This is an optimization exercise on Yosys and OpenROAD, whose aim is small area, a short achievable clock period and few clock cycles per item, not a production implementation.
The RTL was checked by simulation tests, not by an equivalence proof against the original design.

`design/flow/design.v`:
```
module wsc_fa (input wire a, input wire b, input wire c, output wire s, output wire co);
    assign s  = a ^ b ^ c;
    assign co = (a & b) | (a & c) | (b & c);
endmodule
module wsc_ha (input wire a, input wire b, output wire s, output wire co);
    assign s  = a ^ b;
    assign co = a & b;
endmodule
module wsc_px3_pre (
    input  wire [71:0] v,
    output wire [10:0] xs_X,
    output wire [10:0] xs_Y
);
    wire [7:0] v0 = v[7:0],   v1 = v[15:8],  v2 = v[23:16];
    wire [7:0] v3 = v[31:24], v4 = v[39:32], v5 = v[47:40];
    wire [7:0] v6 = v[55:48], v7 = v[63:56], v8 = v[71:64];
    wire [7:0] Mn = ~v4;
    wire s1 = ~(v0[2] ^ v2[2]);
    wire c2 = v0[2] | v2[2];
    wire s3, c4;
    wsc_fa us3 (.a(v0[3]), .b(v2[3]), .c(v6[3]), .s(s3), .co(c4));
    wire s5, c6;
    wsc_fa us5 (.a(v0[4]), .b(v2[4]), .c(v6[4]), .s(s5), .co(c6));
    wire s7, c8;
    wsc_fa us7 (.a(v0[5]), .b(v2[5]), .c(v6[5]), .s(s7), .co(c8));
    wire s9, c10;
    wsc_fa us9 (.a(v0[6]), .b(v2[6]), .c(v6[6]), .s(s9), .co(c10));
    wire s11, c12;
    wsc_fa us11 (.a(v0[7]), .b(v2[7]), .c(v6[7]), .s(s11), .co(c12));
    wire s13, c14;
    wsc_ha us13 (.a(v0[0]), .b(v2[0]), .s(s13), .co(c14));
    wire s15, c16;
    wsc_fa us15 (.a(v0[1]), .b(v2[1]), .c(v6[1]), .s(s15), .co(c16));
    wire s17, c18;
    wsc_fa us17 (.a(v6[2]), .b(v8[2]), .c(Mn[0]), .s(s17), .co(c18));
    wire s19, c20;
    wsc_fa us19 (.a(v8[3]), .b(Mn[1]), .c(c2), .s(s19), .co(c20));
    wire s21, c22;
    wsc_fa us21 (.a(v8[4]), .b(Mn[2]), .c(c4), .s(s21), .co(c22));
    wire s23, c24;
    wsc_fa us23 (.a(v8[5]), .b(Mn[3]), .c(c6), .s(s23), .co(c24));
    wire s25, c26;
    wsc_fa us25 (.a(v8[6]), .b(Mn[4]), .c(c8), .s(s25), .co(c26));
    wire s27, c28;
    wsc_fa us27 (.a(v8[7]), .b(Mn[5]), .c(c10), .s(s27), .co(c28));
    wire s29, c30;
    wsc_ha us29 (.a(v6[0]), .b(v8[0]), .s(s29), .co(c30));
    wire s31, c32;
    wsc_fa us31 (.a(v8[1]), .b(c14), .c(c30), .s(s31), .co(c32));
    wire s33, c34;
    wsc_fa us33 (.a(s1), .b(c16), .c(s17), .s(s33), .co(c34));
    wire s35, c36;
    wsc_fa us35 (.a(c18), .b(s3), .c(s19), .s(s35), .co(c36));
    wire s37, c38;
    wsc_fa us37 (.a(s5), .b(c20), .c(s21), .s(s37), .co(c38));
    wire s39, c40;
    wsc_fa us39 (.a(s7), .b(c22), .c(s23), .s(s39), .co(c40));
    wire s41, c42;
    wsc_fa us41 (.a(s9), .b(c24), .c(s25), .s(s41), .co(c42));
    wire s43, c44;
    wsc_fa us43 (.a(s11), .b(c26), .c(s27), .s(s43), .co(c44));
    wire s45, c46;
    wsc_fa us45 (.a(Mn[6]), .b(c12), .c(c28), .s(s45), .co(c46));
    assign xs_X = {1'b0, Mn[7], c44, c42, c40, c38, c36, c34, c32, s15, s13} + {1'b0, c46, s45, s43, s41, s39, s37, s35, s33, s31, s29};
    wire s47 = ~(v1[2] ^ v3[2]);
    wire c48 = v1[2] | v3[2];
    wire s49, c50;
    wsc_fa us49 (.a(v1[3]), .b(v3[3]), .c(v5[3]), .s(s49), .co(c50));
    wire s51, c52;
    wsc_fa us51 (.a(v1[4]), .b(v3[4]), .c(v5[4]), .s(s51), .co(c52));
    wire s53, c54;
    wsc_fa us53 (.a(v1[5]), .b(v3[5]), .c(v5[5]), .s(s53), .co(c54));
    wire s55, c56;
    wsc_fa us55 (.a(v1[6]), .b(v3[6]), .c(v5[6]), .s(s55), .co(c56));
    wire s57, c58;
    wsc_fa us57 (.a(v1[7]), .b(v3[7]), .c(v5[7]), .s(s57), .co(c58));
    wire s59, c60;
    wsc_ha us59 (.a(v1[0]), .b(v3[0]), .s(s59), .co(c60));
    wire s61, c62;
    wsc_fa us61 (.a(v1[1]), .b(v3[1]), .c(v5[1]), .s(s61), .co(c62));
    wire s63, c64;
    wsc_fa us63 (.a(v5[2]), .b(v7[2]), .c(Mn[0]), .s(s63), .co(c64));
    wire s65, c66;
    wsc_fa us65 (.a(v7[3]), .b(Mn[1]), .c(c48), .s(s65), .co(c66));
    wire s67, c68;
    wsc_fa us67 (.a(v7[4]), .b(Mn[2]), .c(c50), .s(s67), .co(c68));
    wire s69, c70;
    wsc_fa us69 (.a(v7[5]), .b(Mn[3]), .c(c52), .s(s69), .co(c70));
    wire s71, c72;
    wsc_fa us71 (.a(v7[6]), .b(Mn[4]), .c(c54), .s(s71), .co(c72));
    wire s73, c74;
    wsc_fa us73 (.a(v7[7]), .b(Mn[5]), .c(c56), .s(s73), .co(c74));
    wire s75, c76;
    wsc_ha us75 (.a(v5[0]), .b(v7[0]), .s(s75), .co(c76));
    wire s77, c78;
    wsc_fa us77 (.a(v7[1]), .b(c60), .c(c76), .s(s77), .co(c78));
    wire s79, c80;
    wsc_fa us79 (.a(s47), .b(c62), .c(s63), .s(s79), .co(c80));
    wire s81, c82;
    wsc_fa us81 (.a(c64), .b(s49), .c(s65), .s(s81), .co(c82));
    wire s83, c84;
    wsc_fa us83 (.a(s51), .b(c66), .c(s67), .s(s83), .co(c84));
    wire s85, c86;
    wsc_fa us85 (.a(s53), .b(c68), .c(s69), .s(s85), .co(c86));
    wire s87, c88;
    wsc_fa us87 (.a(s55), .b(c70), .c(s71), .s(s87), .co(c88));
    wire s89, c90;
    wsc_fa us89 (.a(s57), .b(c72), .c(s73), .s(s89), .co(c90));
    wire s91, c92;
    wsc_fa us91 (.a(Mn[6]), .b(c58), .c(c74), .s(s91), .co(c92));
    assign xs_Y = {1'b0, Mn[7], c90, c88, c86, c84, c82, c80, c78, s61, s59} + {1'b0, c92, s91, s89, s87, s85, s83, s81, s79, s77, s75};
endmodule
module wsc_px3_post (
    input  wire        op,
    input  wire        opn,          
    input  wire [10:0] xs_X,
    input  wire [10:0] xs_Y,
    input  wire [7:0]  M,
    output wire [7:0]  res
);
    function lo_ok_f;
        input [7:0] q;
        input [9:0] Al;
        begin
            casez (q)
                8'b1???????: lo_ok_f = 1'b1;
                8'b01??????: lo_ok_f = &Al[9:9];
                8'b001?????: lo_ok_f = &Al[9:8];
                8'b0001????: lo_ok_f = &Al[9:7];
                8'b00001???: lo_ok_f = &Al[9:6];
                8'b000001??: lo_ok_f = &Al[9:5];
                8'b0000001?: lo_ok_f = &Al[9:4];
                8'b00000001: lo_ok_f = &Al[9:3];
                default:     lo_ok_f = &Al[9:3] & (Al[2] | (Al[1] & Al[0]));
            endcase
        end
    endfunction
    wire n93 = xs_X[0];
    wire n94 = xs_X[1];
    wire n95 = xs_X[2];
    wire n96 = xs_X[3];
    wire n97 = xs_X[4];
    wire n98 = xs_X[5];
    wire n99 = xs_X[6];
    wire n100 = xs_X[7];
    wire n101 = xs_X[8];
    wire n102 = xs_X[9];
    wire n103 = xs_X[10];
    wire n104 = ~xs_Y[0];
    wire n105 = ~xs_Y[1];
    wire n106 = ~xs_Y[2];
    wire n107 = ~xs_Y[3];
    wire n108 = ~xs_Y[4];
    wire n109 = ~xs_Y[5];
    wire n110 = ~xs_Y[6];
    wire n111 = ~xs_Y[7];
    wire n112 = ~xs_Y[8];
    wire n113 = ~xs_Y[9];
    wire n114 = ~xs_Y[10];
    wire n115 = xs_Y[0];
    wire n116 = xs_Y[1];
    wire n117 = xs_Y[2];
    wire n118 = xs_Y[3];
    wire n119 = xs_Y[4];
    wire n120 = xs_Y[5];
    wire n121 = xs_Y[6];
    wire n122 = xs_Y[7];
    wire n123 = xs_Y[8];
    wire n124 = xs_Y[9];
    wire n125 = xs_Y[10];
    wire n126 = op & xs_X[0];
    wire n127 = op & xs_X[1];
    wire n128 = op & xs_X[2];
    wire n129 = op & xs_X[3];
    wire n130 = op & xs_X[4];
    wire n131 = op & xs_X[5];
    wire n132 = op ? xs_X[6] : ~xs_X[0];
    wire n133 = opn ? ~xs_X[1] : xs_X[7];
    wire n134 = op ? xs_X[8] : ~xs_X[2];
    wire n135 = opn ? ~xs_X[3] : xs_X[9];
    wire n136 = op ? xs_X[10] : ~xs_X[4];
    wire n137 = opn & ~xs_X[5];
    wire n138 = opn & ~xs_X[6];
    wire n139 = opn & ~xs_X[7];
    wire n140 = opn & ~xs_X[8];
    wire n141 = opn & ~xs_X[9];
    wire n142 = opn & ~xs_X[10];
    wire n143 = op & xs_X[0];
    wire n144 = opn ? xs_X[0] : xs_X[1];
    wire n145 = op ? xs_X[2] : xs_X[1];
    wire n146 = opn ? xs_X[2] : xs_X[3];
    wire n147 = op ? xs_X[4] : xs_X[3];
    wire n148 = opn ? xs_X[4] : xs_X[5];
    wire n149 = op ? xs_X[6] : xs_X[5];
    wire n150 = opn ? xs_X[6] : xs_X[7];
    wire n151 = op ? xs_X[8] : xs_X[7];
    wire n152 = opn ? xs_X[8] : xs_X[9];
    wire n153 = op ? xs_X[10] : xs_X[9];
    wire n154 = opn & xs_X[10];
    wire n155 = op & xs_X[0];
    wire n156 = op & xs_X[1];
    wire n157 = opn ? xs_Y[0] : xs_X[2];
    wire n158 = op ? xs_X[3] : xs_Y[1];
    wire n159 = opn ? xs_Y[2] : xs_X[4];
    wire n160 = op ? xs_X[5] : xs_Y[3];
    wire n161 = opn ? xs_Y[4] : xs_X[6];
    wire n162 = op ? xs_X[7] : xs_Y[5];
    wire n163 = opn ? xs_Y[6] : xs_X[8];
    wire n164 = op ? xs_X[9] : xs_Y[7];
    wire n165 = opn ? xs_Y[8] : xs_X[10];
    wire n166 = opn & xs_Y[9];
    wire n167 = opn & xs_Y[10];
    wire n168 = op & ~xs_X[0];
    wire n169 = op ? ~xs_X[1] : ~xs_Y[0];
    wire n170 = opn ? ~xs_Y[1] : ~xs_X[2];
    wire n171 = op ? ~xs_X[3] : ~xs_Y[2];
    wire n172 = opn ? ~xs_Y[3] : ~xs_X[4];
    wire n173 = op ? ~xs_X[5] : ~xs_Y[4];
    wire n174 = opn ? ~xs_Y[5] : ~xs_X[6];
    wire n175 = op ? ~xs_X[7] : ~xs_Y[6];
    wire n176 = opn ? ~xs_Y[7] : ~xs_X[8];
    wire n177 = op ? ~xs_X[9] : ~xs_Y[8];
    wire n178 = opn ? ~xs_Y[9] : ~xs_X[10];
    wire n179 = opn & ~xs_Y[10];
    wire n180 = op & ~xs_X[0];
    wire n181 = op & ~xs_X[1];
    wire n182 = op & ~xs_X[2];
    wire n183 = op & ~xs_X[3];
    wire n184 = op ? ~xs_X[4] : ~M[0];
    wire n185 = opn ? ~M[1] : ~xs_X[5];
    wire n186 = op ? ~xs_X[6] : ~M[2];
    wire n187 = opn ? ~M[3] : ~xs_X[7];
    wire n188 = op ? ~xs_X[8] : ~M[4];
    wire n189 = opn ? ~M[5] : ~xs_X[9];
    wire n190 = op ? ~xs_X[10] : ~M[6];
    wire n191 = opn & ~M[7];
    wire n192 = op & xs_X[0];
    wire n193 = op & xs_X[1];
    wire n194 = op & xs_X[2];
    wire n195 = op & xs_X[3];
    wire n196 = op & xs_X[4];
    wire n197 = op & xs_X[5];
    wire n198 = op & xs_X[6];
    wire n199 = op & xs_X[7];
    wire n200 = op & xs_X[8];
    wire n201 = op & xs_X[9];
    wire n202 = op & xs_X[10];
    wire n203 = opn & ~xs_X[0];
    wire n204 = opn & ~xs_X[1];
    wire n205 = opn & ~xs_X[2];
    wire n206 = opn & ~xs_X[3];
    wire n207 = opn & ~xs_X[4];
    wire n208 = opn & ~xs_X[5];
    wire n209 = opn & ~xs_X[6];
    wire n210 = opn & ~xs_X[7];
    wire n211 = opn & ~xs_X[8];
    wire n212 = opn & ~xs_X[9];
    wire n213 = opn & ~xs_X[10];
    wire n214 = op & xs_X[0];
    wire n215 = op & xs_X[1];
    wire n216 = op & xs_X[2];
    wire n217 = op & xs_X[3];
    wire n218 = op & xs_X[4];
    wire n219 = op & xs_X[5];
    wire n220 = op & xs_X[6];
    wire n221 = op & xs_X[7];
    wire n222 = op & xs_X[8];
    wire n223 = op & xs_X[9];
    wire n224 = op & xs_X[10];
    wire n225 = op & ~xs_Y[0];
    wire n226 = op & ~xs_Y[1];
    wire n227 = op & ~xs_Y[2];
    wire n228 = op & ~xs_Y[3];
    wire n229 = op & ~xs_Y[4];
    wire n230 = op & ~xs_Y[5];
    wire n231 = op & ~xs_Y[6];
    wire n232 = op & ~xs_Y[7];
    wire n233 = op & ~xs_Y[8];
    wire n234 = op & ~xs_Y[9];
    wire n235 = op & ~xs_Y[10];
    wire n236 = op & xs_Y[0];
    wire n237 = op & xs_Y[1];
    wire n238 = op & xs_Y[2];
    wire n239 = op & xs_Y[3];
    wire n240 = op & xs_Y[4];
    wire n241 = op & xs_Y[5];
    wire n242 = op & xs_Y[6];
    wire n243 = op & xs_Y[7];
    wire n244 = op & xs_Y[8];
    wire n245 = op & xs_Y[9];
    wire n246 = op & xs_Y[10];
    wire n247 = op & xs_Y[0];
    wire n248 = op & xs_Y[1];
    wire n249 = op & xs_Y[2];
    wire n250 = op & xs_Y[3];
    wire n251 = op & xs_Y[4];
    wire n252 = op & xs_Y[5];
    wire n253 = op & xs_Y[6];
    wire n254 = op & xs_Y[7];
    wire n255 = op & xs_Y[8];
    wire n256 = op & xs_Y[9];
    wire n257 = op & xs_Y[10];
    wire s258, c259;
    wsc_ha us258 (.a(op), .b(n127), .s(s258), .co(c259));
    wire s260, c261;
    wsc_ha us260 (.a(n128), .b(n180), .s(s260), .co(c261));
    wire s262, c263;
    wsc_ha us262 (.a(n129), .b(n181), .s(s262), .co(c263));
    wire s264, c265;
    wsc_fa us264 (.a(op), .b(n130), .c(n182), .s(s264), .co(c265));
    wire s266, c267;
    wsc_ha us266 (.a(op), .b(n131), .s(s266), .co(c267));
    wire s268 = ~(n104 ^ n132);
    wire c269 = n104 | n132;
    wire s270, c271;
    wsc_fa us270 (.a(n105), .b(opn), .c(n133), .s(s270), .co(c271));
    wire s272, c273;
    wsc_ha us272 (.a(n106), .b(op), .s(s272), .co(c273));
    wire s274, c275;
    wsc_ha us274 (.a(n93), .b(n107), .s(s274), .co(c275));
    wire s276, c277;
    wsc_fa us276 (.a(n96), .b(n110), .c(op), .s(s276), .co(c277));
    wire s278 = ~(n97 ^ n111);
    wire c279 = n97 | n111;
    wire s280, c281;
    wsc_ha us280 (.a(s278), .b(c277), .s(s280), .co(c281));
    wire s282, c283;
    wsc_fa us282 (.a(n98), .b(n112), .c(c279), .s(s282), .co(c283));
    wire s284, c285;
    wsc_fa us284 (.a(s282), .b(op), .c(n140), .s(s284), .co(c285));
    wire s286, c287;
    wsc_fa us286 (.a(n99), .b(n113), .c(n115), .s(s286), .co(c287));
    wire s288, c289;
    wsc_fa us288 (.a(s286), .b(c283), .c(op), .s(s288), .co(c289));
    wire s290, c291;
    wsc_ha us290 (.a(s288), .b(n141), .s(s290), .co(c291));
    wire s292, c293;
    wsc_fa us292 (.a(n100), .b(n114), .c(n116), .s(s292), .co(c293));
    wire s294, c295;
    wsc_fa us294 (.a(c287), .b(s292), .c(c289), .s(s294), .co(c295));
    wire s296, c297;
    wsc_ha us296 (.a(n142), .b(n145), .s(s296), .co(c297));
    wire s298 = ~(n101 ^ n117);
    wire c299 = n101 | n117;
    wire s300, c301;
    wsc_fa us300 (.a(s298), .b(c293), .c(n146), .s(s300), .co(c301));
    wire s302 = ~(M[0] ^ n102);
    wire c303 = M[0] | n102;
    wire s304, c305;
    wsc_fa us304 (.a(n118), .b(c299), .c(s302), .s(s304), .co(c305));
    wire s306, c307;
    wsc_fa us306 (.a(M[1]), .b(n103), .c(n119), .s(s306), .co(c307));
    wire s308, c309;
    wsc_fa us308 (.a(c303), .b(s306), .c(c305), .s(s308), .co(c309));
    wire s310, c311;
    wsc_fa us310 (.a(M[2]), .b(n120), .c(c307), .s(s310), .co(c311));
    wire s312, c313;
    wsc_ha us312 (.a(M[3]), .b(n121), .s(s312), .co(c313));
    wire n314 = ~M[4];
    wire s315, c316;
    wsc_ha us315 (.a(op), .b(n195), .s(s315), .co(c316));
    wire s317, c318;
    wsc_ha us317 (.a(n196), .b(n215), .s(s317), .co(c318));
    wire s319, c320;
    wsc_fa us319 (.a(n197), .b(n216), .c(n233), .s(s319), .co(c320));
    wire s321, c322;
    wsc_fa us321 (.a(n126), .b(n198), .c(n217), .s(s321), .co(c322));
    wire s323, c324;
    wsc_ha us323 (.a(n234), .b(n240), .s(s323), .co(c324));
    wire s325, c326;
    wsc_fa us325 (.a(n199), .b(n218), .c(n235), .s(s325), .co(c326));
    wire s327, c328;
    wsc_fa us327 (.a(n241), .b(n249), .c(c324), .s(s327), .co(c328));
    wire s329, c330;
    wsc_fa us329 (.a(n200), .b(n219), .c(n242), .s(s329), .co(c330));
    wire s331, c332;
    wsc_fa us331 (.a(n250), .b(c259), .c(s260), .s(s331), .co(c332));
    wire s333, c334;
    wsc_fa us333 (.a(n201), .b(n220), .c(n243), .s(s333), .co(c334));
    wire s335, c336;
    wsc_fa us335 (.a(n251), .b(c261), .c(s262), .s(s335), .co(c336));
    wire s337, c338;
    wsc_fa us337 (.a(n202), .b(n221), .c(n244), .s(s337), .co(c338));
    wire s339, c340;
    wsc_fa us339 (.a(n252), .b(c263), .c(c334), .s(s339), .co(c340));
    wire s341, c342;
    wsc_fa us341 (.a(n183), .b(n222), .c(n245), .s(s341), .co(c342));
    wire s343, c344;
    wsc_fa us343 (.a(n253), .b(s266), .c(c265), .s(s343), .co(c344));
    wire s345, c346;
    wsc_fa us345 (.a(n184), .b(n223), .c(n246), .s(s345), .co(c346));
    wire s347, c348;
    wsc_fa us347 (.a(n254), .b(c267), .c(s268), .s(s347), .co(c348));
    wire s349, c350;
    wsc_fa us349 (.a(n155), .b(n185), .c(n224), .s(s349), .co(c350));
    wire s351, c352;
    wsc_fa us351 (.a(n255), .b(c269), .c(c346), .s(s351), .co(c352));
    wire s353, c354;
    wsc_fa us353 (.a(s272), .b(n134), .c(n156), .s(s353), .co(c354));
    wire s355, c356;
    wsc_fa us355 (.a(n186), .b(n256), .c(c271), .s(s355), .co(c356));
    wire s357, c358;
    wsc_fa us357 (.a(s274), .b(c273), .c(n135), .s(s357), .co(c358));
    wire s359, c360;
    wsc_fa us359 (.a(n157), .b(n187), .c(n257), .s(s359), .co(c360));
    wire s361, c362;
    wsc_fa us361 (.a(n94), .b(n108), .c(c275), .s(s361), .co(c362));
    wire s363, c364;
    wsc_fa us363 (.a(s361), .b(n136), .c(n158), .s(s363), .co(c364));
    wire s365, c366;
    wsc_fa us365 (.a(n95), .b(n109), .c(c362), .s(s365), .co(c366));
    wire s367, c368;
    wsc_fa us367 (.a(s365), .b(n137), .c(n159), .s(s367), .co(c368));
    wire s369, c370;
    wsc_fa us369 (.a(c366), .b(s276), .c(n138), .s(s369), .co(c370));
    wire s371, c372;
    wsc_fa us371 (.a(n160), .b(n169), .c(n190), .s(s371), .co(c372));
    wire s373, c374;
    wsc_fa us373 (.a(n139), .b(n161), .c(n170), .s(s373), .co(c374));
    wire s375, c376;
    wsc_fa us375 (.a(n191), .b(n204), .c(s280), .s(s375), .co(c376));
    wire s377, c378;
    wsc_fa us377 (.a(n143), .b(n162), .c(n171), .s(s377), .co(c378));
    wire s379, c380;
    wsc_fa us379 (.a(n205), .b(c281), .c(c374), .s(s379), .co(c380));
    wire s381, c382;
    wsc_fa us381 (.a(n144), .b(n163), .c(n172), .s(s381), .co(c382));
    wire s383, c384;
    wsc_fa us383 (.a(n206), .b(s290), .c(c285), .s(s383), .co(c384));
    wire s385, c386;
    wsc_fa us385 (.a(n164), .b(n173), .c(n207), .s(s385), .co(c386));
    wire s387, c388;
    wsc_fa us387 (.a(c291), .b(s294), .c(s296), .s(s387), .co(c388));
    wire s389, c390;
    wsc_fa us389 (.a(n165), .b(n174), .c(n208), .s(s389), .co(c390));
    wire s391, c392;
    wsc_fa us391 (.a(c295), .b(c297), .c(c386), .s(s391), .co(c392));
    wire s393, c394;
    wsc_fa us393 (.a(s304), .b(n147), .c(n166), .s(s393), .co(c394));
    wire s395, c396;
    wsc_fa us395 (.a(n175), .b(n209), .c(c301), .s(s395), .co(c396));
    wire s397, c398;
    wsc_fa us397 (.a(opn), .b(s308), .c(n148), .s(s397), .co(c398));
    wire s399, c400;
    wsc_fa us399 (.a(n167), .b(n176), .c(n210), .s(s399), .co(c400));
    wire s401, c402;
    wsc_fa us401 (.a(s310), .b(op), .c(c309), .s(s401), .co(c402));
    wire s403, c404;
    wsc_fa us403 (.a(s401), .b(n149), .c(n177), .s(s403), .co(c404));
    wire s405, c406;
    wsc_fa us405 (.a(s312), .b(c311), .c(opn), .s(s405), .co(c406));
    wire s407, c408;
    wsc_fa us407 (.a(s405), .b(c402), .c(n150), .s(s407), .co(c408));
    wire s409, c410;
    wsc_fa us409 (.a(n122), .b(n314), .c(c313), .s(s409), .co(c410));
    wire s411, c412;
    wsc_fa us411 (.a(s409), .b(c406), .c(n151), .s(s411), .co(c412));
    wire s413, c414;
    wsc_fa us413 (.a(M[5]), .b(M[4]), .c(n123), .s(s413), .co(c414));
    wire s415, c416;
    wsc_ha us415 (.a(s413), .b(c410), .s(s415), .co(c416));
    wire s417, c418;
    wsc_fa us417 (.a(M[6]), .b(n124), .c(c414), .s(s417), .co(c418));
    wire s419, c420;
    wsc_ha us419 (.a(M[7]), .b(n125), .s(s419), .co(c420));
    wire s421, c422;
    wsc_ha us421 (.a(n214), .b(n231), .s(s421), .co(c422));
    wire s423, c424;
    wsc_fa us423 (.a(n232), .b(n238), .c(c316), .s(s423), .co(c424));
    wire s425, c426;
    wsc_fa us425 (.a(n239), .b(n247), .c(c318), .s(s425), .co(c426));
    wire s427, c428;
    wsc_fa us427 (.a(n248), .b(s323), .c(c320), .s(s427), .co(c428));
    wire s429, c430;
    wsc_fa us429 (.a(s258), .b(c322), .c(s325), .s(s429), .co(c430));
    wire s431, c432;
    wsc_fa us431 (.a(c326), .b(s329), .c(c328), .s(s431), .co(c432));
    wire s433, c434;
    wsc_fa us433 (.a(c330), .b(s333), .c(c332), .s(s433), .co(c434));
    wire s435, c436;
    wsc_fa us435 (.a(s264), .b(s337), .c(c336), .s(s435), .co(c436));
    wire s437, c438;
    wsc_fa us437 (.a(c338), .b(s341), .c(c340), .s(s437), .co(c438));
    wire s439, c440;
    wsc_fa us439 (.a(c342), .b(s345), .c(s347), .s(s439), .co(c440));
    wire s441, c442;
    wsc_fa us441 (.a(s270), .b(s349), .c(c348), .s(s441), .co(c442));
    wire s443, c444;
    wsc_fa us443 (.a(c350), .b(s353), .c(c352), .s(s443), .co(c444));
    wire s445, c446;
    wsc_fa us445 (.a(c354), .b(s357), .c(s359), .s(s445), .co(c446));
    wire s447, c448;
    wsc_fa us447 (.a(n188), .b(c358), .c(c360), .s(s447), .co(c448));
    wire s449, c450;
    wsc_fa us449 (.a(n168), .b(n189), .c(c364), .s(s449), .co(c450));
    wire s451, c452;
    wsc_fa us451 (.a(n203), .b(c368), .c(s369), .s(s451), .co(c452));
    wire s453, c454;
    wsc_fa us453 (.a(c370), .b(c372), .c(s373), .s(s453), .co(c454));
    wire s455, c456;
    wsc_fa us455 (.a(s284), .b(s377), .c(c376), .s(s455), .co(c456));
    wire s457, c458;
    wsc_fa us457 (.a(c378), .b(s381), .c(c380), .s(s457), .co(c458));
    wire s459, c460;
    wsc_fa us459 (.a(c382), .b(s385), .c(s387), .s(s459), .co(c460));
    wire s461, c462;
    wsc_fa us461 (.a(s300), .b(s389), .c(c388), .s(s461), .co(c462));
    wire s463, c464;
    wsc_fa us463 (.a(c390), .b(s393), .c(c392), .s(s463), .co(c464));
    wire s465, c466;
    wsc_fa us465 (.a(c394), .b(s397), .c(s399), .s(s465), .co(c466));
    wire s467, c468;
    wsc_fa us467 (.a(n211), .b(c398), .c(c400), .s(s467), .co(c468));
    wire s469, c470;
    wsc_fa us469 (.a(n178), .b(n212), .c(c404), .s(s469), .co(c470));
    wire s471, c472;
    wsc_fa us471 (.a(n179), .b(n213), .c(c408), .s(s471), .co(c472));
    wire s473, c474;
    wsc_fa us473 (.a(s415), .b(op), .c(n152), .s(s473), .co(c474));
    wire s475, c476;
    wsc_fa us475 (.a(s417), .b(c416), .c(opn), .s(s475), .co(c476));
    wire s477, c478;
    wsc_fa us477 (.a(s419), .b(c418), .c(opn), .s(s477), .co(c478));
    wire s479, c480;
    wsc_ha us479 (.a(n194), .b(n230), .s(s479), .co(c480));
    wire s481, c482;
    wsc_fa us481 (.a(n237), .b(c480), .c(s315), .s(s481), .co(c482));
    wire s483, c484;
    wsc_fa us483 (.a(c422), .b(s317), .c(s423), .s(s483), .co(c484));
    wire s485, c486;
    wsc_fa us485 (.a(s319), .b(c424), .c(s425), .s(s485), .co(c486));
    wire s487, c488;
    wsc_fa us487 (.a(s321), .b(c426), .c(s427), .s(s487), .co(c488));
    wire s489, c490;
    wsc_fa us489 (.a(s327), .b(c428), .c(s429), .s(s489), .co(c490));
    wire s491, c492;
    wsc_fa us491 (.a(s331), .b(c430), .c(s431), .s(s491), .co(c492));
    wire s493, c494;
    wsc_fa us493 (.a(s335), .b(c432), .c(s433), .s(s493), .co(c494));
    wire s495, c496;
    wsc_fa us495 (.a(s339), .b(c434), .c(s435), .s(s495), .co(c496));
    wire s497, c498;
    wsc_fa us497 (.a(s343), .b(c436), .c(s437), .s(s497), .co(c498));
    wire s499, c500;
    wsc_fa us499 (.a(c344), .b(s439), .c(c438), .s(s499), .co(c500));
    wire s501, c502;
    wsc_fa us501 (.a(s351), .b(c440), .c(s441), .s(s501), .co(c502));
    wire s503, c504;
    wsc_fa us503 (.a(s355), .b(c442), .c(s443), .s(s503), .co(c504));
    wire s505, c506;
    wsc_fa us505 (.a(c356), .b(s445), .c(c444), .s(s505), .co(c506));
    wire s507, c508;
    wsc_fa us507 (.a(s363), .b(c446), .c(s447), .s(s507), .co(c508));
    wire s509, c510;
    wsc_fa us509 (.a(s367), .b(c448), .c(s449), .s(s509), .co(c510));
    wire s511, c512;
    wsc_fa us511 (.a(s371), .b(c450), .c(s451), .s(s511), .co(c512));
    wire s513, c514;
    wsc_fa us513 (.a(s375), .b(c452), .c(s453), .s(s513), .co(c514));
    wire s515, c516;
    wsc_fa us515 (.a(s379), .b(c454), .c(s455), .s(s515), .co(c516));
    wire s517, c518;
    wsc_fa us517 (.a(s383), .b(c456), .c(s457), .s(s517), .co(c518));
    wire s519, c520;
    wsc_fa us519 (.a(c384), .b(s459), .c(c458), .s(s519), .co(c520));
    wire s521, c522;
    wsc_fa us521 (.a(s391), .b(c460), .c(s461), .s(s521), .co(c522));
    wire s523, c524;
    wsc_fa us523 (.a(s395), .b(c462), .c(s463), .s(s523), .co(c524));
    wire s525, c526;
    wsc_fa us525 (.a(c396), .b(s465), .c(c464), .s(s525), .co(c526));
    wire s527, c528;
    wsc_fa us527 (.a(s403), .b(c466), .c(s467), .s(s527), .co(c528));
    wire s529, c530;
    wsc_fa us529 (.a(s407), .b(c468), .c(s469), .s(s529), .co(c530));
    wire s531, c532;
    wsc_fa us531 (.a(s411), .b(c470), .c(s471), .s(s531), .co(c532));
    wire s533, c534;
    wsc_fa us533 (.a(c412), .b(s473), .c(c472), .s(s533), .co(c534));
    wire s535, c536;
    wsc_fa us535 (.a(s475), .b(n153), .c(c474), .s(s535), .co(c536));
    wire s537, c538;
    wsc_fa us537 (.a(c476), .b(s477), .c(n154), .s(s537), .co(c538));
    wire s539, c540;
    wsc_ha us539 (.a(n236), .b(s479), .s(s539), .co(c540));
    wire s541, c542;
    wsc_ha us541 (.a(s421), .b(s481), .s(s541), .co(c542));
    wire s543, c544;
    wsc_ha us543 (.a(c482), .b(s483), .s(s543), .co(c544));
    wire s545, c546;
    wsc_ha us545 (.a(c484), .b(s485), .s(s545), .co(c546));
    wire s547, c548;
    wsc_ha us547 (.a(c486), .b(s487), .s(s547), .co(c548));
    wire s549, c550;
    wsc_ha us549 (.a(c488), .b(s489), .s(s549), .co(c550));
    wire s551, c552;
    wsc_ha us551 (.a(c490), .b(s491), .s(s551), .co(c552));
    wire s553, c554;
    wsc_ha us553 (.a(c492), .b(s493), .s(s553), .co(c554));
    wire s555, c556;
    wsc_ha us555 (.a(c494), .b(s495), .s(s555), .co(c556));
    wire s557, c558;
    wsc_ha us557 (.a(c496), .b(s497), .s(s557), .co(c558));
    wire s559, c560;
    wsc_ha us559 (.a(c498), .b(s499), .s(s559), .co(c560));
    wire s561, c562;
    wsc_ha us561 (.a(c500), .b(s501), .s(s561), .co(c562));
    wire s563, c564;
    wsc_ha us563 (.a(c502), .b(s503), .s(s563), .co(c564));
    wire s565, c566;
    wsc_ha us565 (.a(c504), .b(s505), .s(s565), .co(c566));
    wire s567, c568;
    wsc_ha us567 (.a(c506), .b(s507), .s(s567), .co(c568));
    wire s569, c570;
    wsc_ha us569 (.a(c508), .b(s509), .s(s569), .co(c570));
    wire s571, c572;
    wsc_ha us571 (.a(c510), .b(s511), .s(s571), .co(c572));
    wire s573, c574;
    wsc_ha us573 (.a(c512), .b(s513), .s(s573), .co(c574));
    wire s575, c576;
    wsc_ha us575 (.a(c514), .b(s515), .s(s575), .co(c576));
    wire s577, c578;
    wsc_ha us577 (.a(c516), .b(s517), .s(s577), .co(c578));
    wire s579, c580;
    wsc_ha us579 (.a(c518), .b(s519), .s(s579), .co(c580));
    wire s581, c582;
    wsc_ha us581 (.a(c520), .b(s521), .s(s581), .co(c582));
    wire s583, c584;
    wsc_ha us583 (.a(c522), .b(s523), .s(s583), .co(c584));
    wire s585, c586;
    wsc_ha us585 (.a(c524), .b(s525), .s(s585), .co(c586));
    wire s587, c588;
    wsc_ha us587 (.a(c526), .b(s527), .s(s587), .co(c588));
    wire s589, c590;
    wsc_ha us589 (.a(c528), .b(s529), .s(s589), .co(c590));
    wire s591, c592;
    wsc_ha us591 (.a(c530), .b(s531), .s(s591), .co(c592));
    wire s593, c594;
    wsc_ha us593 (.a(c532), .b(s533), .s(s593), .co(c594));
    wire s595, c596;
    wsc_ha us595 (.a(c534), .b(s535), .s(s595), .co(c596));
    wire s597, c598;
    wsc_ha us597 (.a(c536), .b(s537), .s(s597), .co(c598));
    wire G599 = c548 | (s547 & c546);
    wire P600 = s547 & s545;
    wire G601 = G599 | (P600 & c544);
    wire P602 = P600 & s543;
    wire G603 = c542 | (s541 & c540);
    wire P604 = s541 & s539;
    wire G605 = G601 | (P602 & G603);
    wire P606 = P602 & P604;
    wire k607 = G605;
    wire a608 = s539 ^ 1'b0;
    wire a609 = s541 ^ c540;
    wire G610 = c542 | (s541 & c540);
    wire P611 = s541 & s539;
    wire a612 = s543 ^ G610;
    wire G613 = c544 | (s543 & c542);
    wire P614 = s543 & s541;
    wire G615 = G613 | (P614 & c540);
    wire P616 = P614 & s539;
    wire a617 = s545 ^ G615;
    wire G618 = c546 | (s545 & c544);
    wire P619 = s545 & s543;
    wire G620 = c542 | (s541 & c540);
    wire P621 = s541 & s539;
    wire G622 = G618 | (P619 & G620);
    wire P623 = P619 & P621;
    wire a624 = s547 ^ G622;
    wire [9:0] Al = {a624, a617, a612, a609, a608, 1'b0, 1'b0, 1'b0, 1'b0, 1'b0};
    wire G625 = c582 | (s581 & c580);
    wire P626 = s581 & s579;
    wire G627 = G625 | (P626 & c578);
    wire P628 = P626 & s577;
    wire G629 = c576 | (s575 & c574);
    wire P630 = s575 & s573;
    wire G631 = G627 | (P628 & G629);
    wire P632 = P628 & P630;
    wire G633 = c572 | (s571 & c570);
    wire P634 = s571 & s569;
    wire G635 = c568 | (s567 & c566);
    wire P636 = s567 & s565;
    wire G637 = G633 | (P634 & G635);
    wire P638 = P634 & P636;
    wire G639 = G631 | (P632 & G637);
    wire P640 = P632 & P638;
    wire G641 = c564 | (s563 & c562);
    wire P642 = s563 & s561;
    wire G643 = c560 | (s559 & c558);
    wire P644 = s559 & s557;
    wire G645 = G641 | (P642 & G643);
    wire P646 = P642 & P644;
    wire G647 = c556 | (s555 & c554);
    wire P648 = s555 & s553;
    wire G649 = c552 | (s551 & c550);
    wire P650 = s551 & s549;
    wire G651 = G647 | (P648 & G649);
    wire P652 = P648 & P650;
    wire G653 = G645 | (P646 & G651);
    wire P654 = P646 & P652;
    wire G655 = G639 | (P640 & G653);
    wire P656 = P640 & P654;
    wire k657 = G655 | (P656 & k607);
    wire h658 = s549 ^ k607;
    wire h659 = s551 ^ c550;
    wire h660 = s553 ^ c552;
    wire h661 = s555 ^ c554;
    wire h662 = s557 ^ c556;
    wire h663 = s559 ^ c558;
    wire h664 = s561 ^ c560;
    wire h665 = s563 ^ c562;
    wire h666 = s565 ^ c564;
    wire h667 = s567 ^ c566;
    wire h668 = s569 ^ c568;
    wire h669 = s571 ^ c570;
    wire h670 = s573 ^ c572;
    wire h671 = s575 ^ c574;
    wire h672 = s577 ^ c576;
    wire h673 = s579 ^ c578;
    wire h674 = s581 ^ c580;
    wire hi_ones = &{h674, h673, h672, h671, h670, h669, h668, h667, h666, h665, h664, h663, h662, h661, h660, h659, h658};
    wire c27 = k657;
    wire [7:0]  q0 = {c536, c534, c532, c530, c528, c526, c524, c522} + {s537, s535, s533, s531, s529, s527, s525, s523};
    wire [7:0]  q1 = q0 + 8'd1;
    wire [7:0]  q2 = q0 + 8'd2;
    wire lo_ok = c27 ? lo_ok_f(q1, Al) : lo_ok_f(q0, Al);
    wire flag = op & hi_ones & lo_ok;
    assign res = c27 ? (flag ? q2 : q1) : (flag ? q1 : q0);
endmodule
module wsc_px3 (
    input  wire         clk,
    input  wire         rst,
    input  wire         in_valid,
    output wire         in_ready,
    input  wire         in_op,        
    input  wire [287:0] in_win,
    output reg          out_valid,
    input  wire         out_ready,
    output reg  [31:0]  out_pix
);
    wire [43:0] xsx_w, xsy_w;
    genvar c;
    generate
        for (c = 0; c < 4; c = c + 1) begin : pre
            wsc_px3_pre u (
                .v   ({in_win[256+8*c +: 8], in_win[224+8*c +: 8], in_win[192+8*c +: 8],
                       in_win[160+8*c +: 8], in_win[128+8*c +: 8], in_win[96+8*c +: 8],
                       in_win[64+8*c +: 8],  in_win[32+8*c +: 8],  in_win[8*c +: 8]}),
                .xs_X(xsx_w[11*c +: 11]),
                .xs_Y(xsy_w[11*c +: 11])
            );
        end
    endgenerate
    reg         s1_valid;
    reg         s1_op;
    reg         s1_opn;       
    reg  [43:0] s1_xsx, s1_xsy;
    reg  [31:0] s1_m;
    reg         k0_valid, k1_valid;
    reg  [31:0] k0_pix, k1_pix;
    assign in_ready = !k1_valid && !(k0_valid && s1_valid);
    wire accept = in_valid && in_ready;
    always @(posedge clk) begin
        if (rst)
            s1_valid <= 1'b0;
        else
            s1_valid <= accept;
    end
    always @(posedge clk) begin
        s1_op  <= in_op;
        s1_opn <= ~in_op;
        s1_xsx <= xsx_w;
        s1_xsy <= xsy_w;
        s1_m   <= in_win[159:128];              
    end
    wire [31:0] res;
    generate
        for (c = 0; c < 4; c = c + 1) begin : post
            wsc_px3_post u (
                .op  (s1_op),
                .opn (s1_opn),
                .xs_X(s1_xsx[11*c +: 11]),
                .xs_Y(s1_xsy[11*c +: 11]),
                .M   (s1_m[8*c +: 8]),
                .res (res[8*c +: 8])
            );
        end
    endgenerate
    wire head_free = !out_valid || out_ready;
    always @(posedge clk) begin
        if (rst) begin
            out_valid <= 1'b0;
            k0_valid  <= 1'b0;
            k1_valid  <= 1'b0;
        end else if (head_free) begin
            out_valid <= k0_valid || s1_valid;
            k0_valid  <= k1_valid || (k0_valid && s1_valid);
            k1_valid  <= k1_valid && s1_valid;
        end else begin
            k0_valid  <= k0_valid || s1_valid;
            k1_valid  <= k1_valid || (k0_valid && s1_valid);
        end
    end
    always @(posedge clk) begin
        if (head_free)
            out_pix <= k0_valid ? k0_pix : res;
        if (head_free || !k0_valid)
            k0_pix <= (head_free && k1_valid) ? k1_pix : res;
        if (head_free || !k1_valid)
            k1_pix <= res;
    end
endmodule
```
`design/flow/flow/run.sh`:
```
#!/bin/bash
set -e
export BUFFER_PORTS_ARGS="-buffer_cell sky130_fd_sc_hd__buf_1"
export SETUP_SLACK_MARGIN=20.35
bash standard.sh > standard.log 2>&1
```
`design/flow/standard.sh`:
```
#!/bin/bash
# synth_recipe.tcl (not shown) runs the flow's synth.tcl, then flattens the netlist and writes it again
# the make line also repeats each setting of config.mk as NAME=value (left out here)
make -C /OpenROAD-flow-scripts/flow DESIGN_CONFIG=/design/flow/config.mk WORK_HOME=/design/flow/orfs CLKGATE_MAP_FILE= SYNTH_SCRIPT=/design/flow/synth_recipe.tcl "${@:-finish}"
```
`design/flow/config.mk`:
```
export PLATFORM = sky130hd
export DESIGN_NAME = wsc_px3
export DESIGN_NICKNAME = wsc_px3
export VERILOG_FILES = /design/flow/design.v
export SDC_FILE = /design/flow/constraint.sdc
export NUM_CORES = 4
export LEC_CHECK = 0
export CAP_MARGIN = 20
export CORE_MARGIN = 2
export CORE_UTILIZATION = 40
export CTS_BUF_LIST = sky130_fd_sc_hd__clkbuf_4 sky130_fd_sc_hd__clkbuf_8
export SLEW_MARGIN = 20
export SYNTH_HIERARCHICAL = 1
```
`design/flow/constraint.sdc`:
```
create_clock -name core_clock -period 28.0 [get_ports {clk}]
set_input_delay 5.6000 -clock core_clock [delete_from_list [all_inputs] [get_ports {clk}]]
set_output_delay 5.6000 -clock core_clock [all_outputs]
set_load 0.01 [all_outputs]
```
==> impl_metrics.ini, run 1 <==
[run_status]
outcome = finished clean

[placed_design]
place_inst = 4256
portBuffers = 326
place_congestion = 0.9089
dp_hpwl_um = 70520

[sta]
drv_slew = 0
setup_viol = 0
min_period_ns = 7.628
tightest_slew_ns = 0.8109
finalHoldViolCount = 0
fmax_mhz = 131.1
period_share_pct = 27.24
rsz0062_at_grt = false
finalSetupTns_ns = 0
max-slew-margin-rel_pct = 45.74
skew_ns = 0.05093

[logic_synthesis]
synth_edf_count = 96
syn_avg_cell_area_um2 = 11.47
synthesis.nets = 4193
synth_cell_type_count = 70
async_reset_ff_share_pct = 0
synthCells = 2904
syn-cell-area_mm2 = 0.03331
ys_seq_area_share_pct = 16.22
ys_ff_latch = 222
synth_top_flop_cell = dfxtp_1
yosys_warnings = 8

[final_layout]
area_growth_pct = 12.71
nets = 4531
layout-drive-gt1-share_pct = 11.07
nFillCells = 7807
stdcell_count = 4350

[floorplanning]
dieArea_mm2 = 0.08561
start_util_pct = 40.51
die_w_um = 292.6
io_pins = 327
dieHeight_um = 292.6
fp.coreArea_mm2 = 0.08224
num_rows = 105

[cts]
cts.sinks = 222
cts_buffers = 45
path_clk_slew_ns = 0.06
clockBufferDepth = 3
hold_buffers = 0
htree_levels = 2
cts_tree = yes
clockRootBuffer = clkbuf_8
clkLatencyLatePin_ns = 0.64

[routing]
first_pass_iters = 5
drt_iter0_markers = 1238
drcViolationCount = 0
routed_wl_um = 83190
ant_nets = 0
wl_per_cell_um = 19.12
via_per_inst = 5.365
vias = 23340

[global_route]
grt_overflow_total = 0
grt_pass1_wl_um = 133700
antenna_found_initial = 2
grt_pass1_vias = 24990
track_usage_pct = 19.80
grt_max_degree = 53

[setup_path]
cp-start-kind = input port
crit_path_end_kind = register
cp_max_fo = 4
cp_data_required_time_ns = 28.55
cp.arrival_ns = 8.18
crit_type = input port to register

[worst_hold_path]
worstHoldPathType = register to register

[job]
cap_violations = 0
## synth_stat cells (56+ instances only)
cell | count | share of area, %
inv_1 | 222 | 2.5
nor2_1 | 235 | 2.6
ha_1 | 348 | 13
o21ai_0 | 68 | 1.0
xor2_1 | 80 | 2.1
nand2_1 | 98 | 1.1
and2_1 | 56 | 1.1
xnor2_1 | 68 | 1.8
a21oi_1 | 129 | 1.9
dfxtp_1 | 126 | 7.6
mux2_2 | 58 | 2.0
edfxtp_1 | 96 | 8.7
a21o_1 | 65 | 1.5
fa_1 | 648 | 39
## what timing repair did
action | in CTS | in global routing
gates resized for setup | 0 | 19
buffers inserted | 0 | 8
endpoints found under the setup margin | 0 | 65
## flip-flops by register name, indices dropped and copies added (netlist names)
signal / cells
s1_xsx: 44
out_valid: 1
s1_m: 32
k0_valid: 1
out_pix: 32
k1_valid: 1
k0_pix: 32
s1_xsy: 44
s1_opn: 1
s1_valid: 1
s1_op: 1
k1_pix: 32
## cell usage in the layout (no fill, tap or decap), types with 26 or more instances in the layout
| cell type | instances |
|---|---|
| clkbuf_8 | 53 |
| ha_1 | 322 |
| and3_1 | 32 |
| nand2_1 | 98 |
| mux2_4 | 30 |
| nand3_1 | 45 |
| inv_1 | 215 |
| a21o_1 | 65 |
| xnor2_1 | 68 |
| nor2_1 | 231 |
| fa_1 | 629 |
| xor2_1 | 80 |
| edfxtp_1 | 96 |
| nand4_1 | 36 |
| ha_4 | 26 |
| a21oi_1 | 125 |
| a211oi_1 | 29 |
| nor3_1 | 44 |
| and2_1 | 56 |
| dfxtp_1 | 124 |
| buf_1 | 326 |
| o21ai_0 | 64 |
| mux2_2 | 58 |
## layer usage
metal	GRT usage, %	part of all wire (%)	vias up	wire (µm)
met1	27.68	45	11660	37160
met4	5.178	2.6	0	2124
met3	3.172	6.1	138	5067
li1	-	-	10810	-
met5	0	0	-	0
met2	32.07	47	727	38830
## critical path, stage by stage
cell,delay (ns)
buf_1,0.10
fa_2,0.40
fa_1,0.56
fa_1,0.46
ha_4,0.28
and4_1,0.21
a211o_1,0.31
a21oi_2,0.15
xnor2_1,0.12
## per-module statistics from Yosys (local to each module, per instance)
module,area [µm²],cells,copies in the design
wsc_fa,20.02,1,636
wsc_ha,12.51,1,172
wsc_px3,6414,308,1
wsc_px3_post,2083,324,4
wsc_px3_pre,920.9,123,4
## stage by stage
step           hold slack (ns)  utilization, %  setup WS [ns]  cell area, µm²
2_1_floorplan           0.5068               -          19.90           33940
6_report                0.5087           45.66          20.37           37550
3_5_place_dp            0.5327           44.16          19.70           36310
5_1_grt                 0.5324           45.66          20.35           37550
3_3_place_gp            0.5275           44.16          19.70           36310
4_1_cts                 0.4958           45.46          20.39           37390
## cell families (layout without fill, tap and decap cells)
kind of cell               count (synthesis)  count (layout)  share of synthesized area, %
adders and majority gates                996             996                         52.01
and+or+nand+nor                          652             652                         9.769
AOI/OAI and AO/OA                        492             492                         10.69
buffers and inverters                    282             656                         3.384
DFF                                      222             222                         16.22
xor gates and xnor gates                 148             148                         3.891
muxes                                    112             112                         4.034
other                                      0               2                             0
## path summary, 6_finish.rpt
kind	to	from	cells after the start	slack (ns)
max	s1_xsy[9]	in_win[37]	9	20.37
min	out_pix[23]	k0_pix[23]	1	0.51
max reg2reg	out_pix[30]	s1_xsy[40]	23	20.76
min reg2reg	out_pix[23]	k0_pix[23]	1	0.51
## cell type report
type	instances	area (µm²)	share of cell area, %
repair inverters	1	5.005	0.01333
clock inverters	18	254.0	0.6764
well taps	1070	1339	3.565
flip-flops and latches	222	5413	14.41
multi-input cells	2400	27470	73.15
repair buffers	345	1385	3.689
clock buffers	65	819.5	2.183
diodes	2	5.005	0.01333
inverters	227	862.1	2.296
Testbench counts, summed over its fixed seeds: cycles 12,016, items 12,000.
==> inputs of run 2 (changes only) <==
--- a/design/flow/config.mk
+++ b/design/flow/config.mk
@@ -6,8 +6,11 @@
 export NUM_CORES = 4
 export LEC_CHECK = 0
+export ABC_AREA = 1
 export CAP_MARGIN = 20
 export CORE_MARGIN = 2
 export CORE_UTILIZATION = 40
 export CTS_BUF_LIST = sky130_fd_sc_hd__clkbuf_4 sky130_fd_sc_hd__clkbuf_8
+export CTS_CLUSTER_DIAMETER = 60
+export CTS_CLUSTER_SIZE = 20
 export SLEW_MARGIN = 20
 export SYNTH_HIERARCHICAL = 1
==> run 2 against run 1 <==
Effect of this change:
- highest routed layer unchanged
- non-clock buffer count decreased by 7
- die area is 5.7% higher
- sequential share of layout area decreased by 0.54 points
- still clean on timing, DRC and antenna
- first-iteration DRC count is 15% higher
- critical path depth increased by 2
- clock skew is 0.037 ns higher
- flip-flop and latch count stayed put
- largest cell class unchanged
==> impl_metrics.ini, run 2 <==
[run_status]
outcome = finished clean

[cts]
cts_tree = yes
hold_buffers = 0
clkLatencyLatePin_ns = 0.68
clockRootBuffer = clkbuf_8
post_cts_resized = 0
htree_levels = 1
cts.sinks = 222
post_cts_buffers = 0
path_clk_slew_ns = 0.09
clockBufferDepth = 3
cts_buffers = 27

[sta]
setup_viol = 0
max-slew-margin-rel_pct = 40.57
drv_slew = 0
period_share_pct = 26.47
finalWorstSetupSlack_ns = 20.59
skew_ns = 0.08825
tightest_slew_ns = 0.8905
finalHoldViolCount = 0
fmax_mhz = 134.9
min_period_ns = 7.411
finalSetupTns_ns = 0
rsz0062_at_grt = false

[floorplanning]
fp.coreArea_mm2 = 0.08702
num_rows = 108
io_pins = 327
dieHeight_um = 300.8
die_w_um = 300.8
start_util_pct = 40.50
dieArea_mm2 = 0.09050

[routing]
routed_wl_um = 90180
wl_per_cell_um = 16.49
ant_nets = 0
drcViolationCount = 0
vias = 27190
first_pass_iters = 5
via_per_inst = 4.972
drt_iter0_markers = 1425

[final_layout]
final_common_cell = nand2_1
reg_top3 = s1_xsx: 44 flops, s1_xsy: 44 flops
layout-drive-gt1-share_pct = 7.168
nets = 5579
area_growth_pct = 10.68
mostFrequentLayoutCells = 920 x nand2_1, 620 x fa_1, 555 x inv_1

[logic_synthesis]
yosys_warnings = 8
synth.most_common_cell = nand2_1
synth_edf_count = 96
synth_top_area_share_pct = 36.81
async_reset_ff_share_pct = 0
syn-cell-area_mm2 = 0.03525
ys_ff_latch = 222
netlist_top_cells_area = fa_1 37%, ha_1 12%, nand2_1 10%, edfxtp_1 8.2%, dfxtp_1 7.2%
yosysTopAreaCell = fa_1
synth_cell_type_count = 39
synth_common_cells = 936 x nand2_1, 648 x fa_1, 557 x inv_1
synthCells = 3983
synth_top_flop_cell = dfxtp_1
ys_seq_area_share_pct = 15.34
synthesis.nets = 5272
syn_avg_cell_area_um2 = 8.849

[worst_hold_path]
hold_start = s1_valid
worstHoldPathType = register to register
worstHoldEndpoint = k1_valid
worstHoldPathCells = 2

[setup_path]
path_cells = buf_1 > fa_1 > fa_1 > fa_1 > ha_1 > nand2_1 > inv_1 > a21oi_1 > nand3_1 > nand2_1 > nand2_1
critPathBufInv = 2
cp_data_required_time_ns = 28.50
critPathTopFamily = adder cells
ff2ff_setup_slack_ns = 20.88
cp_max_fo = 4
regToRegStartpoint = s1_opn
ff2ff_path_depth = 31
cp.arrival_ns = 7.91
critPathMaxStageDelay_ns = 0.44
cp-start-kind = input port
r2r_end = out_pix[2]
crit_type = input port to register
slowest_stage = fa_1
crit_path_end_kind = register

[placed_design]
dp_hpwl_um = 77090
place_ws_ns = 19.98
portBuffers = 326
place_congestion = 0.9107

[global_route]
antenna_found_initial = 1
grt_max_degree = 68
track_usage_pct = 20.39
grt_overflow_total = 0
grt_pass1_vias = 28170
grt_pass1_wl_um = 147000

[job]
cap_violations = 0
run 2: cell count changes after synthesis, sizes merged, moves of 48 or more:
cell	before	now
a21o	65	4
a211oi	49	0
and2	56	0
nor2	235	317
inv	227	590
nand2	99	979
mux2	88	0
xnor2	68	20
nand3	56	312
run 2: through the flow:
stage                     hold WS, ns  utilization, %  std cells  cell area (µm²)
final                          0.5102           44.83       5468            39010
after global routing           0.5363           44.83       5468            39010
after CTS                      0.5069           44.80       5465            38990
after detailed placement       0.4900           44.01       5415            38300
after global placement         0.4937           44.01       5415            38300
after floorplan                0.4663               -       3983            35850
run 2: worst register-to-register path: cells and delay by family (launching register included):
| kind | cells | cell delay (ns) |
|---|---|---|
| adders and majority gates | 7 | 2.51 |
| and+or+nand+nor | 15 | 1.64 |
| buffers and inverters | 8 | 1.57 |
| DFF | 1 | 0.73 |
| AOI/OAI and AO/OA | 1 | 0.48 |
run 2: logic make-up after synthesis:
logic type,Yosys count,synth area share [%]
AND/OR/NAND/NOR,1752,21.99
adder cells (fa/ha/maj),996,49.16
buffers and inverters,651,7.189
AO/OA/AOI/OAI,286,4.441
flip-flops,222,15.34
XOR/XNOR,76,1.889
run 2: Yosys stat by module, one instance, submodules excluded:
module / cells inside / flip-flops and latches
wsc_ha: 1 / 0
wsc_fa: 1 / 0
wsc_px3_pre: 188 / 0
wsc_px3_post: 492 / 0
wsc_px3: 455 / 222
run 2: worst max-delay path by stage:
| stage | from | endpoint | slack (ns) | cells after the start |
|---|---|---|---|---|
| 6_report | in_win[5] | s1_xsx[9] | 20.59 | 11 |
| 5_1_grt | s1_opn | out_pix[2] | 20.37 | 31 |
| 2_1_floorplan | in_win[13] | s1_xsx[20] | 20.22 | 9 |
| 3_3_place_gp | in_win[190] | s1_xsy[42] | 20.00 | 11 |
| 4_1_cts | k0_valid | in_ready | 20.40 | 5 |
| 3_5_place_dp | in_win[5] | s1_xsx[9] | 19.98 | 11 |
run 2: metal layers:
layer | wire, µm | up-vias | GRT usage (%)
li1 | - | 13260 | -
met1 | 41120 | 13070 | 29.04
met2 | 42180 | 773 | 33.39
met3 | 5266 | 87 | 2.850
met4 | 1614 | 0 | 3.719
met5 | 0 | - | 0
run 2: area by class of cell:
class                           instances  area, µm²
Fill cell                            8706      48010
Antenna cell                            2      5.005
Clock buffer                           30      394.1
Clock inverter                         20      295.3
Sequential cell                       222       5414
Multi-Input combinational cell       3110      27910
Timing Repair Buffer                  338       1321
Timing Repair inverter                  1      5.005
Inverter                              590       2218
Tap cell                             1155       1445
==> inputs of run 3 (changes only) <==
--- a/design/flow/config.mk
+++ b/design/flow/config.mk
@@ -6,8 +6,7 @@
 export NUM_CORES = 4
 export LEC_CHECK = 0
-export ABC_AREA = 1
 export CAP_MARGIN = 20
 export CORE_MARGIN = 2
-export CORE_UTILIZATION = 40
+export CORE_UTILIZATION = 60
 export CTS_BUF_LIST = sky130_fd_sc_hd__clkbuf_4 sky130_fd_sc_hd__clkbuf_8
 export CTS_CLUSTER_DIAMETER = 60
==> run 3 against run 2 <==
Effect of this change:
- design area shrank 5.9%
- synthesized cell count shrank 27%
- clock skew shrank 0.054 ns
- first-iteration DRC count grew 0.14%
- global-route usage grew 9.8 points
- fmax shrank 3.2%
- routed wire length shrank 6.1%
==> impl_metrics.ini, run 3 <==
[logic_synthesis]
yosys.area_share.adder_pct = 52.01
ys_ff_latch = 222
synthesis.nets = 4193
synth_top_flop_cell = dfxtp_1
synth_compound_gate_area_share_pct = 10.69
synth_common_cells = 648 x fa_1, 348 x ha_1, 235 x nor2_1
synth_xor_area_share_pct = 3.891
async_reset_ff_share_pct = 0
synthCells = 2904
ys_seq_area_share_pct = 16.22
synth_top_family_by_area = adder cells
syn_avg_cell_area_um2 = 11.47
synth_cell_type_count = 70
synth_top_area_share_pct = 38.94
yosys_warnings = 8
synth_edf_count = 96
synthMuxAreaShare_pct = 4.034
syn-cell-area_mm2 = 0.03331
synthSimpleGateAreaFrac_pct = 9.769
yosysTopAreaCell = fa_1
netlist_top_cells_area = fa_1 39%, ha_1 13%, edfxtp_1 8.7%, dfxtp_1 7.6%, nor2_1 2.6%
synth.most_common_cell = fa_1

[global_route]
antenna_found_initial = 0
grt_pass1_vias = 25740
track_usage_pct = 30.23
grt_pass1_wl_um = 134900
grt_max_degree = 45
grt_overflow_total = 0

[cts]
clockBufferDepth = 3
cts.sinks = 222
htree_levels = 1
cts_tree = yes
hold_buffers = 0
path_clk_slew_ns = 0.10
cts_buffers = 26
clkLatencyLatePin_ns = 0.65
clockRootBuffer = clkbuf_8

[setup_path]
cp_data_required_time_ns = 28.55
cp_common_cell = fa_1
cp_max_fo = 5
cp.arrival_ns = 8.21
crit_path_end_kind = register
critPathTopFamily = adder cells
critPathBufInv = 1
crit_type = input port to register
cp-start-kind = input port
path_cells = buf_1 > fa_2 > fa_1 > fa_1 > ha_4 > a211oi_2 > nor3b_2 > a211o_1 > a21oi_2 > xnor2_1
critPathMaxStageDelay_ns = 0.53
slowest_stage = fa_1

[final_layout]
layout-drive-gt1-share_pct = 10.43
diodes = 0
reg_top3 = s1_xsx: 44 flops, s1_xsy: 44 flops
mostFrequentLayoutCells = 627 x fa_1, 325 x buf_1, 321 x ha_1
area_growth_pct = 10.17
final_common_cell = fa_1
nets = 4509

[routing]
first_pass_iters = 5
via_per_inst = 5.961
ant_nets = 0
vias = 23770
drt_iter0_markers = 1427
wl_per_cell_um = 21.23
routed_wl_um = 84670
drcViolationCount = 0

[floorplanning]
die_w_um = 239.6
io_pins = 327
start_util_pct = 60.59
num_rows = 86
dieHeight_um = 239.6
dieArea_mm2 = 0.05742
fp.coreArea_mm2 = 0.05499

[sta]
max-slew-margin-rel_pct = 44.22
skew_ns = 0.03462
fmax_mhz = 130.6
tightest_slew_ns = 0.8336
setup_viol = 0
drv_slew = 0
worst_hold_slack_ns = 0.5335
finalSetupTns_ns = 0
min_period_ns = 7.656
finalHoldViolCount = 0
rsz0062_at_grt = true
period_share_pct = 27.34

[placed_design]
dp_hpwl_um = 71520
portBuffers = 326
place_congestion = 0.9468

[worst_hold_path]
worstHoldPathType = register to register

[job]
cap_violations = 0

[run_status]
outcome = finished clean
## run 3: cell count changes after synthesis, moves of 36 or more
cell | previous run | this run
nand2_1 | 936 | 98
inv_1 | 557 | 222
nand3_1 | 292 | 52
a21o_1 | 4 | 65
mux2_2 | 0 | 58
and2_1 | 0 | 56
nor2_1 | 289 | 235
xnor2_1 | 20 | 68
o21ai_0 | 104 | 68
## run 3: routing by layer
| layer | global-route usage (%) | wire (µm) | up-vias |
|---|---|---|---|
| met5 | 0 | 0 | - |
| met2 | 49.27 | 40210 | 819 |
| li1 | - | - | 10740 |
| met1 | 41.78 | 36010 | 12060 |
| met4 | 8.712 | 2687 | 0 |
| met3 | 5.244 | 5769 | 162 |
## run 3: worst paths after layout
check / startpoint / to / slack [ns] / cells past startpoint
worst max register to register: s1_xsy[42] / out_pix[30] / 20.60 / 22
worst max-delay path: in_win[35] / s1_xsy[9] / 20.34 / 10
worst min-delay path: k1_pix[25] / k0_pix[25] / 0.53 / 1
worst min register to register: k1_pix[25] / k0_pix[25] / 0.53 / 1
## run 3: area by class of cell
type | instances | area, µm²
timing repair inverter | 1 | 5.005
fill | 4325 | 18280
clock inverter | 19 | 209.0
tap | 748 | 935.9
timing repair buffer | 342 | 1376
clock buffer | 29 | 386.6
inverter | 227 | 858.3
sequential | 222 | 5418
multi-input combinational | 2400 | 27520
## run 3: metrics by stage
step                      util, %  instances  setup WS (ns)  area (µm²)
after floorplan                 -       2904          19.90       33940
after global placement      65.30       3933          19.74       35910
after detailed placement    65.30       3933          19.69       35910
after CTS                   66.42       3981          20.38       36520
after global routing        66.75       3988          20.30       36700
final                       66.75       3988          20.34       36700
## run 3: repair_timing
action,4_1_cts,5_1_grt
gates resized for setup,5,30
setup buffers,0,6
pin swaps,0,17
hold endpoints to repair,0,0
gates cloned,0,1
setup endpoints to repair,22,71
## run 3: worst register-to-register path, cell delays in order, from the launching register on
cell and delay [ns]:
dfxtp_1 0.50, inv_1 0.18, fa_1 0.52, fa_1 0.45, fa_1 0.41, fa_1 0.46, fa_1 0.51, fa_1 0.41
ha_1 0.25, fa_1 0.43, xnor2_1 0.23, inv_2 0.12, ha_1 0.18, nand2_1 0.12, a21oi_1 0.12, nor4b_1 0.62
nand3_1 0.18, xor2_1 0.21, a41oi_1 0.21, or3_1 0.45, a21oi_2 0.16, xor2_1 0.13, mux2_2 0.31
## run 3: cells by family (layout without fill, tap and decap cells)
| group | Yosys count | after routing |
|---|---|---|
| compound gates | 492 | 492 |
| xor+xnor | 148 | 148 |
| fa+ha+maj | 996 | 996 |
| buf+inv | 282 | 618 |
| flops | 222 | 222 |
| mux | 112 | 112 |
| simple gates | 652 | 652 |
## run 3: Yosys stat by module, one instance, submodules excluded
module	cell area, µm²	flip-flops and latches
wsc_fa	20.02	0
wsc_px3_post	2083	0
wsc_ha	12.51	0
wsc_px3	6414	222
wsc_px3_pre	920.9	0
==> inputs of run 4 (changes only) <==
==> design/flow/flow/run.sh (replaced) <==
#!/bin/bash
set -e
export BUFFER_PORTS_ARGS="-buffer_cell sky130_fd_sc_hd__buf_1"
export SETUP_SLACK_MARGIN=20.2
bash standard.sh > standard.log 2>&1
--- a/design/flow/config.mk
+++ b/design/flow/config.mk
@@ -8,5 +8,5 @@
 export CAP_MARGIN = 20
 export CORE_MARGIN = 2
-export CORE_UTILIZATION = 60
+export CORE_UTILIZATION = 40
 export CTS_BUF_LIST = sky130_fd_sc_hd__clkbuf_4 sky130_fd_sc_hd__clkbuf_8
 export CTS_CLUSTER_DIAMETER = 60
==> run 4 against run 3 <==
Effect of this change:
- still clean on timing, DRC and antenna
- non-clock buffer count is 4 lower
- die area is 49% higher
- critical path depth stayed put
- worst hold slack worse by 0.0039 ns
- design area is 0.63% higher
- register-to-register slack hardly changed
- synthesized cell count stayed put
- fmax is 0.33% lower
- global-route usage is 11 points lower
- critical path type unchanged
==> impl_metrics.ini, run 4 <==
[global_route]
grtUsageMet1_pct = 27.19
grt_max_degree = 42
grt_pass1_wl_um = 133400
grt_util_met2_pct = 32.59
grt_overflow_total = 0

[sta]
rsz0062_at_grt = false
setup_viol = 0
fmax_mhz = 130.2
finalHoldViolCount = 0
skew_ns = 0.04455
period_share_pct = 27.43

[worst_hold_path]
worstHoldPathType = register to register

[run_status]
outcome = finished clean

[routing]
first_pass_iters = 5
vias = 23040
drt_iter0_markers = 1322
routed_wl_um = 82560
via_per_inst = 5.355
wl_per_cell_um = 19.19
drcViolationCount = 0

[logic_synthesis]
ys_ff_latch = 222
synth_top_flop_cell = dfxtp_1
async_reset_ff_share_pct = 0
synth_cell_type_count = 70
ys_seq_area_share_pct = 16.22
yosys_warnings = 8
synthCells = 2904

[setup_path]
crit_type = input port to register
slowest_stage = fa_1
path_cells = buf_1 > inv_1 > fa_1 > fa_1 > ha_1 > nor2b_1 > o21ai_0 > nand2_1 > a211oi_2 > xnor2_1
cp.arrival_ns = 8.21
crit_path_end_kind = register
cp_max_fo = 4

[floorplanning]
die_w_um = 292.6
fp.coreArea_mm2 = 0.08224
io_pins = 327
dieHeight_um = 292.6

[cts]
cts_tree = yes
clockBufferDepth = 3
htree_levels = 1
cts_buffers = 24

[placed_design]
place_congestion = 0.9138

[final_layout]
mostFrequentLayoutCells = 633 x fa_1, 326 x buf_1, 320 x ha_1
nFillCells = 7756
layout-drive-gt1-share_pct = 9.595

[job]
cap_violations = 0
[run 4: path summary, 6_finish.rpt]
| check | from | endpoint | slack (ns) | cells past startpoint |
|---|---|---|---|---|
| max | in_win[128] | s1_xsy[8] | 20.32 | 10 |
| min | k0_pix[31] | out_pix[31] | 0.53 | 1 |
| max reg2reg | s1_opn | out_pix[6] | 20.61 | 22 |
| min reg2reg | k0_pix[31] | out_pix[31] | 0.53 | 1 |
[run 4: modules after synthesis, one instance, submodules excluded]
| module | cell area (µm²) | copies in the design | flip-flops and latches |
|---|---|---|---|
| wsc_fa | 20.02 | 636 | 0 |
| wsc_ha | 12.51 | 172 | 0 |
| wsc_px3 | 6414 | 1 | 222 |
| wsc_px3_post | 2083 | 4 | 0 |
| wsc_px3_pre | 920.9 | 4 | 0 |
[run 4: layout make-up]
class                      instances  area [µm²]  area share [%]
antenna                            1       2.502        0.006775
clock buffer                      25       337.8          0.9147
clock inverter                    19       219.0          0.5928
inverter                         227       894.6           2.422
multi-input combinational       2400       27390           74.15
sequential                       222        5413           14.65
tap                             1070        1339           3.625
timing repair buffer             338        1341           3.632
[run 4: kinds of logic (layout without fill, tap and decap cells)]
logic type,after synthesis,count (layout),synth area share (%)
adders and majority gates,996,996,52.01
and+or+nand+nor,652,652,9.769
muxes,112,112,4.034
xor gates and xnor gates,148,148,3.891
DFF,222,222,16.22
AOI/OAI and AO/OA,492,492,10.69
other,0,1,0
buffers and inverters,282,609,3.384
[run 4: stage by stage]
step	instance area, µm²	setup WS (ns)	hold slack (ns)
6_report	36930	20.32	0.5296
2_1_floorplan	33960	19.90	0.5068
3_3_place_gp	36340	19.72	0.5268
4_1_cts	36900	20.38	0.5362
3_5_place_dp	36340	19.68	0.5303
5_1_grt	36930	20.20	0.5438
[run 4: repair_timing]
| item | in CTS | in global routing |
|---|---|---|
| resized for setup | 0 | 2 |
| hold buffers | 0 | 0 |
| buffers inserted | 0 | 1 |
| endpoints found under the setup margin | 0 | 10 |
[run 4: layer usage]
metal  vias up  part of all wire [%]
li1      10730                     -
met1     11600                    45
met2       616                    48
met3        95                   5.7
met4         0                   2.0
met5         -                     0

-- separate check: timing with driven ports --
The flow's constraints put no driver on any port. The routed layouts listed below were extracted and timed again, unchanged, in two steps. Step 1 sets driving cells, clkbuf_16 on the clock port and buf_2 on the other inputs (assumed; they add their load-dependent delay and slew). Step 2 moves the port delays by t, midway between the first and last clock arrival at a register: inputs arrive t later, outputs are due t later. That takes back most of the time a late clock gives input paths. a / b / c = ideal ports / drivers / drivers and shift; a / b = the first two.
run | t (ns) | setup WS [ns] | clock arrival spread, ns
run 1 | 0.676 | 20.372 / 20.411 / 19.735 | 0.055 / 0.054
run 2 | 0.693 | 20.589 / 20.568 / 19.926 | 0.089 / 0.090
run 3 | 0.690 | 20.345 / 20.382 / 19.692 | 0.047 / 0.046
run 4 | 0.669 | 20.319 / 20.347 / 19.678 | 0.045 / 0.044
After both steps every run listed still meets setup and hold. For run 2, which loses most, drivers alone change the setup slack by -0.021 ns; drivers and shift together by -0.663 ns.
